What follows belongs to an exercise in optimizing a design on an open flow for small area, a short achievable clock period and few clock cycles per item; a production flow would make more cautious choices.
In this exercise RTL edits were held to simulation tests only and were not proved equivalent to the original.
Power figures rest on the tool's default switching activity, not on a simulated workload.

File: flow/config.mk
export PLATFORM = sky130hd
export DESIGN_NAME = pvga_draw
export DESIGN_NICKNAME = pvga_draw
export VERILOG_FILES = /design/flow/design.v
export SDC_FILE = /design/flow/constraint.sdc
export NUM_CORES = 4
export LEC_CHECK = 0
export CAP_MARGIN = 20
export CORE_MARGIN = 2
export CORE_UTILIZATION = 40
export SLEW_MARGIN = 20
File: flow/constraint.sdc
create_clock -name core_clock -period 12.0 [get_ports {clk}]
set_input_delay 2.4000 -clock core_clock [delete_from_list [all_inputs] [get_ports {clk}]]
set_output_delay 2.4000 -clock core_clock [all_outputs]
set_load 0.01 [all_outputs]
File: flow/design.v
module pvga_draw (
    input  wire        clk,
    input  wire        rst,           
    input  wire        cmd_we,        
    input  wire [31:0] cmd_a,
    input  wire [31:0] cmd_b,
    input  wire [31:0] fb_base,
    input  wire [2:0]  err_clr,       
    output reg         busy,
    output reg         err_busy,
    output reg         err_op,
    output reg         err_coord,
    output reg         mem_req,
    output reg         mem_we,
    output reg  [31:0] mem_addr,
    output reg  [31:0] mem_wdata,
    input  wire        mem_gnt,
    input  wire        mem_rvalid,
    input  wire [31:0] mem_rdata
);
    localparam [3:0] OP_NOP = 4'h0, OP_PIXEL = 4'h1, OP_FILL = 4'h2,
                     OP_HLINE = 4'h3, OP_VLINE = 4'h4;
    localparam [14:0] FB_LAST = 15'd30719;
    localparam [2:0] S_IDLE  = 3'd0,
                     S_SETUP = 3'd1,
                     S_RREQ  = 3'd2,
                     S_RWAIT = 3'd3,
                     S_WREQ  = 3'd4,
                     S_NEXT  = 3'd5;
    wire [3:0]         a_op = cmd_a[31:28];
    wire signed [11:0] a_xa = cmd_a[11:0];
    wire signed [11:0] a_ya = cmd_a[23:12];
    wire signed [11:0] a_yb = cmd_b[23:12];
    wire a_is_draw = (a_op == OP_PIXEL) || (a_op == OP_FILL) ||
                     (a_op == OP_HLINE) || (a_op == OP_VLINE);
    wire a_is_rsvd = (a_op >= 4'h7);
    wire a_x_ok  = (a_xa >= 0) && (a_xa < 640);
    wire a_ya_ok = (a_ya >= 0) && (a_ya < 480);
    wire a_yb_ok = (a_yb >= 0) && (a_yb < 480);
    reg a_coord_ok;
    always @(*) begin
        case (a_op)
            OP_PIXEL: a_coord_ok = a_x_ok && a_ya_ok;
            OP_VLINE: a_coord_ok = a_x_ok && a_ya_ok && a_yb_ok;
            default:  a_coord_ok = 1'b1;
        endcase
    end
    reg [2:0]  state;
    reg [3:0]  c_op;
    reg [2:0]  c_col;
    reg [31:0] c_base;
    reg signed [11:0] c_xa, c_ya, c_xb, c_yb;
    function [9:0] clamp_x(input signed [11:0] v);
        if (v < 0)        clamp_x = 10'd0;
        else if (v > 639) clamp_x = 10'd639;
        else              clamp_x = v[9:0];
    endfunction
    function [8:0] clamp_y(input signed [11:0] v);
        if (v < 0)        clamp_y = 9'd0;
        else if (v > 479) clamp_y = 9'd479;
        else              clamp_y = v[8:0];
    endfunction
    function [14:0] word_index(input [9:0] x, input [8:0] y);
        reg [14:0] q;
        begin
            q = {y, 6'd0} + (x / 10);
            word_index = (q == 15'd0) ? FB_LAST : q - 15'd1;
        end
    endfunction
    function [4:0] bit_pos(input [9:0] x);
        bit_pos = 5'd3 * (x % 10);
    endfunction
    reg [9:0] s_x1, s_x2;
    reg [8:0] s_y1, s_y2;
    always @(*) begin
        s_x1 = c_xa[9:0];
        s_x2 = c_xa[9:0];
        s_y1 = c_ya[8:0];
        s_y2 = c_ya[8:0];
        if (c_op == OP_HLINE) begin
            s_x1 = clamp_x(c_xa);
            s_x2 = clamp_x(c_xb);
            if (s_x1 > s_x2) begin
                s_x1 = clamp_x(c_xb);
                s_x2 = clamp_x(c_xa);
            end
            s_y1 = clamp_y(c_ya);
            s_y2 = s_y1;
        end else if (c_op == OP_VLINE) begin
            if (c_ya > c_yb) begin
                s_y1 = c_yb[8:0];
                s_y2 = c_ya[8:0];
            end else begin
                s_y2 = c_yb[8:0];
            end
        end
    end
    wire [14:0] s_k1 = word_index(s_x1, s_y1);
    wire [14:0] s_k2 = word_index(s_x2, s_y1);
    wire [4:0]  s_p1 = bit_pos(s_x1);
    wire [4:0]  s_p2 = bit_pos(s_x2);
    wire [29:0] fillword = {10{c_col}};
    localparam [2:0] K_SINGLE = 3'd0,    
                     K_FILL   = 3'd1,    
                     K_HWORD  = 3'd2,    
                     K_HFIRST = 3'd3,    
                     K_HMID   = 3'd4,    
                     K_HLAST  = 3'd5,    
                     K_VLINE  = 3'd6;    
    reg [2:0]  kind;
    reg [14:0] k_cur;       
    reg [14:0] k_end;       
    reg [4:0]  p_cur;       
    reg [4:0]  p_end;       
    reg [8:0]  rows_left;   
    reg        uop_rmw;     
    reg [29:0] uop_mask;
    reg [29:0] uop_bits;
    wire [14:0] k_inc    = (k_cur == FB_LAST) ? 15'd0 : k_cur + 15'd1;
    wire [15:0] k_str    = {1'b0, k_cur} + 16'd64;
    wire [14:0] k_stride = (k_str >= 16'd30720) ? k_str - 16'd30720 : k_str[14:0];
    wire [29:0] mask_px  = 30'd7 << p_cur;
    wire [29:0] mask_1st = 30'h3FFFFFFF & ~((30'd1 << s_p1) - 30'd1);
    wire [29:0] mask_lst = (30'd1 << (p_end + 5'd3)) - 30'd1;
    wire [31:0] merged = (mem_rdata & ~{2'b00, uop_mask}) | {2'b00, uop_bits & uop_mask};
    always @(posedge clk) begin
        if (rst) begin
            state     <= S_IDLE;
            busy      <= 1'b0;
            err_busy  <= 1'b0;
            err_op    <= 1'b0;
            err_coord <= 1'b0;
            mem_req   <= 1'b0;
            mem_we    <= 1'b0;
            mem_addr  <= 32'd0;
            mem_wdata <= 32'd0;
            c_op      <= OP_NOP;
            c_col     <= 3'd0;
            c_base    <= 32'd0;
            c_xa      <= 12'd0;
            c_ya      <= 12'd0;
            c_xb      <= 12'd0;
            c_yb      <= 12'd0;
            kind      <= K_SINGLE;
            k_cur     <= 15'd0;
            k_end     <= 15'd0;
            p_cur     <= 5'd0;
            p_end     <= 5'd0;
            rows_left <= 9'd0;
            uop_rmw   <= 1'b0;
            uop_mask  <= 30'd0;
            uop_bits  <= 30'd0;
        end else begin
            if (err_clr[0]) err_busy  <= 1'b0;
            if (err_clr[1]) err_op    <= 1'b0;
            if (err_clr[2]) err_coord <= 1'b0;
            if (cmd_we) begin
                if (a_is_rsvd) begin
                    err_op <= 1'b1;
                end else if (a_is_draw) begin
                    if (busy) begin
                        err_busy <= 1'b1;
                    end else if (!a_coord_ok) begin
                        err_coord <= 1'b1;
                    end else begin
                        busy   <= 1'b1;
                        state  <= S_SETUP;
                        c_op   <= a_op;
                        c_col  <= cmd_a[27:25];
                        c_base <= {fb_base[31:2], 2'b00};
                        c_xa   <= cmd_a[11:0];
                        c_ya   <= cmd_a[23:12];
                        c_xb   <= cmd_b[11:0];
                        c_yb   <= cmd_b[23:12];
                    end
                end
            end
            case (state)
                S_SETUP: begin
                    uop_bits <= fillword;
                    case (c_op)
                        OP_PIXEL: begin
                            kind     <= K_SINGLE;
                            k_cur    <= s_k1;
                            uop_rmw  <= 1'b1;
                            uop_mask <= 30'd7 << s_p1;
                        end
                        OP_FILL: begin
                            kind     <= K_FILL;
                            k_cur    <= 15'd0;
                            uop_rmw  <= 1'b0;
                            uop_mask <= 30'h3FFFFFFF;
                        end
                        OP_HLINE: begin
                            k_cur <= s_k1;
                            k_end <= s_k2;
                            p_cur <= s_p1;
                            p_end <= s_p2;
                            uop_rmw <= 1'b1;
                            if (s_k1 == s_k2) begin
                                kind     <= K_HWORD;
                                uop_mask <= 30'd7 << s_p1;
                            end else begin
                                kind     <= K_HFIRST;
                                uop_mask <= mask_1st;
                            end
                        end
                        default: begin  
                            kind      <= K_VLINE;
                            k_cur     <= s_k1;
                            p_cur     <= s_p1;
                            rows_left <= s_y2 - s_y1;
                            uop_rmw   <= 1'b1;
                            uop_mask  <= 30'd7 << s_p1;
                        end
                    endcase
                    state <= S_NEXT;
                end
                S_NEXT: begin
                    mem_req  <= 1'b1;
                    mem_addr <= c_base + {15'd0, k_cur, 2'b00};
                    if (uop_rmw) begin
                        mem_we <= 1'b0;
                        state  <= S_RREQ;
                    end else begin
                        mem_we    <= 1'b1;
                        mem_wdata <= {2'b00, uop_bits};
                        state     <= S_WREQ;
                    end
                end
                S_RREQ: begin
                    if (mem_gnt) begin
                        mem_req <= 1'b0;
                        state   <= S_RWAIT;
                    end
                end
                S_RWAIT: begin
                    if (mem_rvalid) begin
                        mem_req   <= 1'b1;
                        mem_we    <= 1'b1;
                        mem_wdata <= merged;
                        state     <= S_WREQ;
                    end
                end
                S_WREQ: begin
                    if (mem_gnt) begin
                        mem_req <= 1'b0;
                        mem_we  <= 1'b0;
                        state <= S_NEXT;
                        case (kind)
                            K_SINGLE: begin
                                state <= S_IDLE;
                                busy  <= 1'b0;
                            end
                            K_FILL: begin
                                if (k_cur == FB_LAST) begin
                                    state <= S_IDLE;
                                    busy  <= 1'b0;
                                end
                                k_cur <= k_inc;
                            end
                            K_HWORD: begin
                                if (p_cur == p_end) begin
                                    state <= S_IDLE;
                                    busy  <= 1'b0;
                                end
                                p_cur    <= p_cur + 5'd3;
                                uop_mask <= mask_px << 3;
                            end
                            K_HFIRST, K_HMID: begin
                                k_cur <= k_inc;
                                if (k_inc == k_end) begin
                                    kind     <= K_HLAST;
                                    uop_rmw  <= 1'b1;
                                    uop_mask <= mask_lst;
                                end else begin
                                    kind     <= K_HMID;
                                    uop_rmw  <= 1'b0;
                                    uop_mask <= 30'h3FFFFFFF;
                                end
                            end
                            K_HLAST: begin
                                state <= S_IDLE;
                                busy  <= 1'b0;
                            end
                            default: begin  
                                if (rows_left == 9'd0) begin
                                    state <= S_IDLE;
                                    busy  <= 1'b0;
                                end
                                rows_left <= rows_left - 9'd1;
                                k_cur     <= k_stride;
                            end
                        endcase
                    end
                end
                default: ;
            endcase
        end
    end
endmodule
File: flow/run.sh
#!/bin/bash
# synth_recipe.tcl (not shown) runs the flow's synth.tcl, then flattens the netlist and writes it again
# the make line also repeats each setting of config.mk as NAME=value (left out here)
make -C /OpenROAD-flow-scripts/flow DESIGN_CONFIG=/design/flow/config.mk WORK_HOME=/design/flow/orfs CLKGATE_MAP_FILE= SYNTH_SCRIPT=/design/flow/synth_recipe.tcl finish
==> metrics.cfg <==
[run_status]
outcome=finished clean

[timing]
setup_viol=0
hold_viol=0
maxSlewHeadroom=0.3336
rsz0062_at_grt=no
min_period_ns=11.06
fmax_mhz=90.42
tns_ns=0
maxSlewViolCount=0
tightest_slew_ns=0.9996
post-route-period-util=0.9216
hold_ws_ns=0.4497
fin_skew_ns=0.02548

[logic_synthesis]
ys_types=112
ys.flop_type=dfxtp_1
synth.avg_cell_area_um2=7.058
synth_edf_count=0
ys_ff_latch=242
syn-instance-count=2922
yosys.area.top_type=dfxtp_1
yosysSeqAreaShare=0.2349
syn_area_um2=20620
ys_top_cells_by_area=dfxtp_1 23%, nand2_1 7.7%, nor2_1 6.3%
async_flop_share=0
yosysWarningCount=1
yosysTopAreaCellShare=0.2349

[pwr]
ir_drop_mv=0.8201
power.total_mw=6.385
p_per_area_nw_per_um2=264.1
p_leak_nw=8.791

[floorplanning]
core_um2=51090
die_area_um2=53390
rows=83
io_pins=206
die_h_um=231.1
start_util=0.4037
die_w_um=231.1

[routing]
ant_nets=0
wl_mm=69.75
vias=22036
drc=0
drt_pre_antenna_iters=5
wl_per_cell_um=18.78
via_per_inst=5.933
dr.first_iter.drc_count=1775

[clock_tree]
cts_resized=0
numCtsBuffers=29
cts_buffer_depth=3
hold_buffers=0
post-cts-setup-buffers=0
h-tree-depth=1
clkSlewWorstSetupHoldPaths_ns=0.06
clock-root-buffer=clkbuf_16
insertion_delay_ns=0.57
clock_sinks=242
cts_tree=built

[finish]
seq_area_um2=4845
postLayoutCoreUtil=0.4732
final_common_cell=nand2_1
multi_input_area_um2=14680
syn2layout_area_growth_pct=17.22
num-fill-cells=5236
drive_gt1_frac=0.07614
diodes=0
num-nets-final=3232
final_cell_mix=421 x nand2_1, 348 x nor2_1, 260 x a21oi_1

[place]
port_buffers=192
gp_congestion=0.9483
hpwl_mm=52.27

[setup_path]
crit_fanout=12
crit_slowest_cell=mux2i_4
path_class=reg2reg
critical_path_required_ns=12.41
cp-end-kind=register
path_buf_inv=3
path_delay_family=compound AO/OA/AOI/OAI gates
critical-path-max-stage-delay_ns=0.47
cp-start-kind=register
critPathArrivalTime_ns=11.47

[global_route]
grt_util_all_layers=0.2522
grt_max_degree=96
antenna_found_initial=0
grt_pass1_wl_mm=111.3
grt_use_met3=0.03014
met2_usage=0.4276
grtUsageMet1=0.3320
overflow=0
grt_busiest_layer=met2
grt_pass1_vias=20719

[flow_run]
max-cap-violations=0

[hold_path]
hp-class=reg2reg

==> flip-flops by register name, summed over array words and instances (netlist names), 9 cells and up <==
register   count
c_base        30
rows_left      9
uop_mask      30
k_end         15
c_xb          12
k_cur         15
c_ya          12
mem_wdata     32
c_xa          12
mem_addr      30
c_yb          12
==> tightest hold or removal path: stages, from the launching register on <==
cell	delay (ns)
dfxtp_1	0.31
nand2_1	0.05
a21oi_1	0.05
==> power breakdown <==
| part | internal, mW | switching, mW |
|---|---|---|
| clock | 0.544 | 0.367 |
| sequential | 0.857 | 0.0753 |
| combinational | 1.61 | 2.93 |
==> cell usage after synthesis, drive strengths merged, types with 9 or more instances <==
master / count
a211o: 14
a211oi: 69
a21o: 29
a21oi: 266
a221oi: 15
a22oi: 18
a311oi: 49
a31oi: 32
and2: 26
and3: 30
buf: 49
clkbuf: 162
dfxtp: 242
ha: 80
inv: 81
mux2i: 35
nand2: 422
nand2b: 30
nand3: 83
nand4: 25
nor2: 352
nor2b: 26
nor3: 90
nor4: 19
o2111ai: 10
o211ai: 40
o21a: 25
o21ai: 190
o21bai: 16
o221a: 9
o221ai: 20
o22ai: 19
o31ai: 17
o32ai: 11
or2: 15
or3: 28
xnor2: 75
xor2: 56
==> kinds of logic (layout without fill, tap and decap cells) <==
group,after synthesis,after routing,share of synthesized area
adder cells (fa/ha/maj),87,87,0.05399
multiplexers,43,43,0.02172
XOR/XNOR,132,132,0.05781
AND/OR/NAND/NOR,1179,1179,0.2620
flip-flops,242,242,0.2349
other,1,2,0.0001818
AO/OA/AOI/OAI,945,945,0.3111
buffers and inverters,293,404,0.05830
==> metal layers <==
layer,vias to the layer above,share of wire
met4,0,0.033
met3,142,0.054
met5,-,0
met1,10367,0.44
li1,10810,-
met2,717,0.48
==> cell type report <==
type                            instances  area share
Multi-Input combinational cell       2388      0.6073
Timing Repair Buffer                  269      0.1036
Tap cell                              680     0.03519
Clock buffer                           38     0.03390
Inverter                               82     0.01273
Sequential cell                       242      0.2004
Clock inverter                         15    0.006883
==> through the flow <==
stage                     std cells  setup slack [ns]  area [um^2]
final                          3714            0.9407        24180
after global routing           3714           0.01839        24180
after CTS                      3714            0.4423        24120
after detailed placement       3661            0.4837        23130
after global placement         3661            0.6744        23130
after floorplan                2923             2.067        20630
==> path summary, 6_finish.rpt <==
kind                                   start           end  slack, ns  depth (start not counted)
worst max-delay path                 c_xa[8]  uop_mask[10]       0.94                         43
worst min register to register  mem_addr[10]  mem_addr[10]       0.45                          2
worst min-delay path            mem_addr[10]  mem_addr[10]       0.45                          2
worst max register to register       c_xa[8]  uop_mask[10]       0.94                         43
Testbench counts, summed over its fixed seeds: cycles 116,208, items 2,000.

-- what the ideal ports hide --
Ports are ideal in the flow. The routed layout listed here was re-timed in OpenROAD. Step 1 (the two cells are an assumption about what drives the block):
set clk [get_ports {clk}]
set_driving_cell -lib_cell sky130_fd_sc_hd__clkbuf_16 $clk
set_driving_cell -lib_cell sky130_fd_sc_hd__buf_2 [delete_from_list [all_inputs] $clk]
Step 2 adds t to the input delays and takes it off the output delays; t is the mean of the earliest and latest rising clock arrival at the registers after step 1. Input paths then give back, and output paths get back, about the clock's delay inside the block. Slacks: ideal ports / drivers / drivers and shift; pairs: ideal ports / drivers.
t (ns): 0.618
setup slack, ns: 0.941 / 0.941 / 0.941
worst setup path after step 2: register to register
slew at the worst register clock pin (ns): 0.06 / 0.06
After both steps this run still meets setup and hold. The setup slack of this run moves by 0.000 ns with the drivers and by 0.000 ns with both steps.
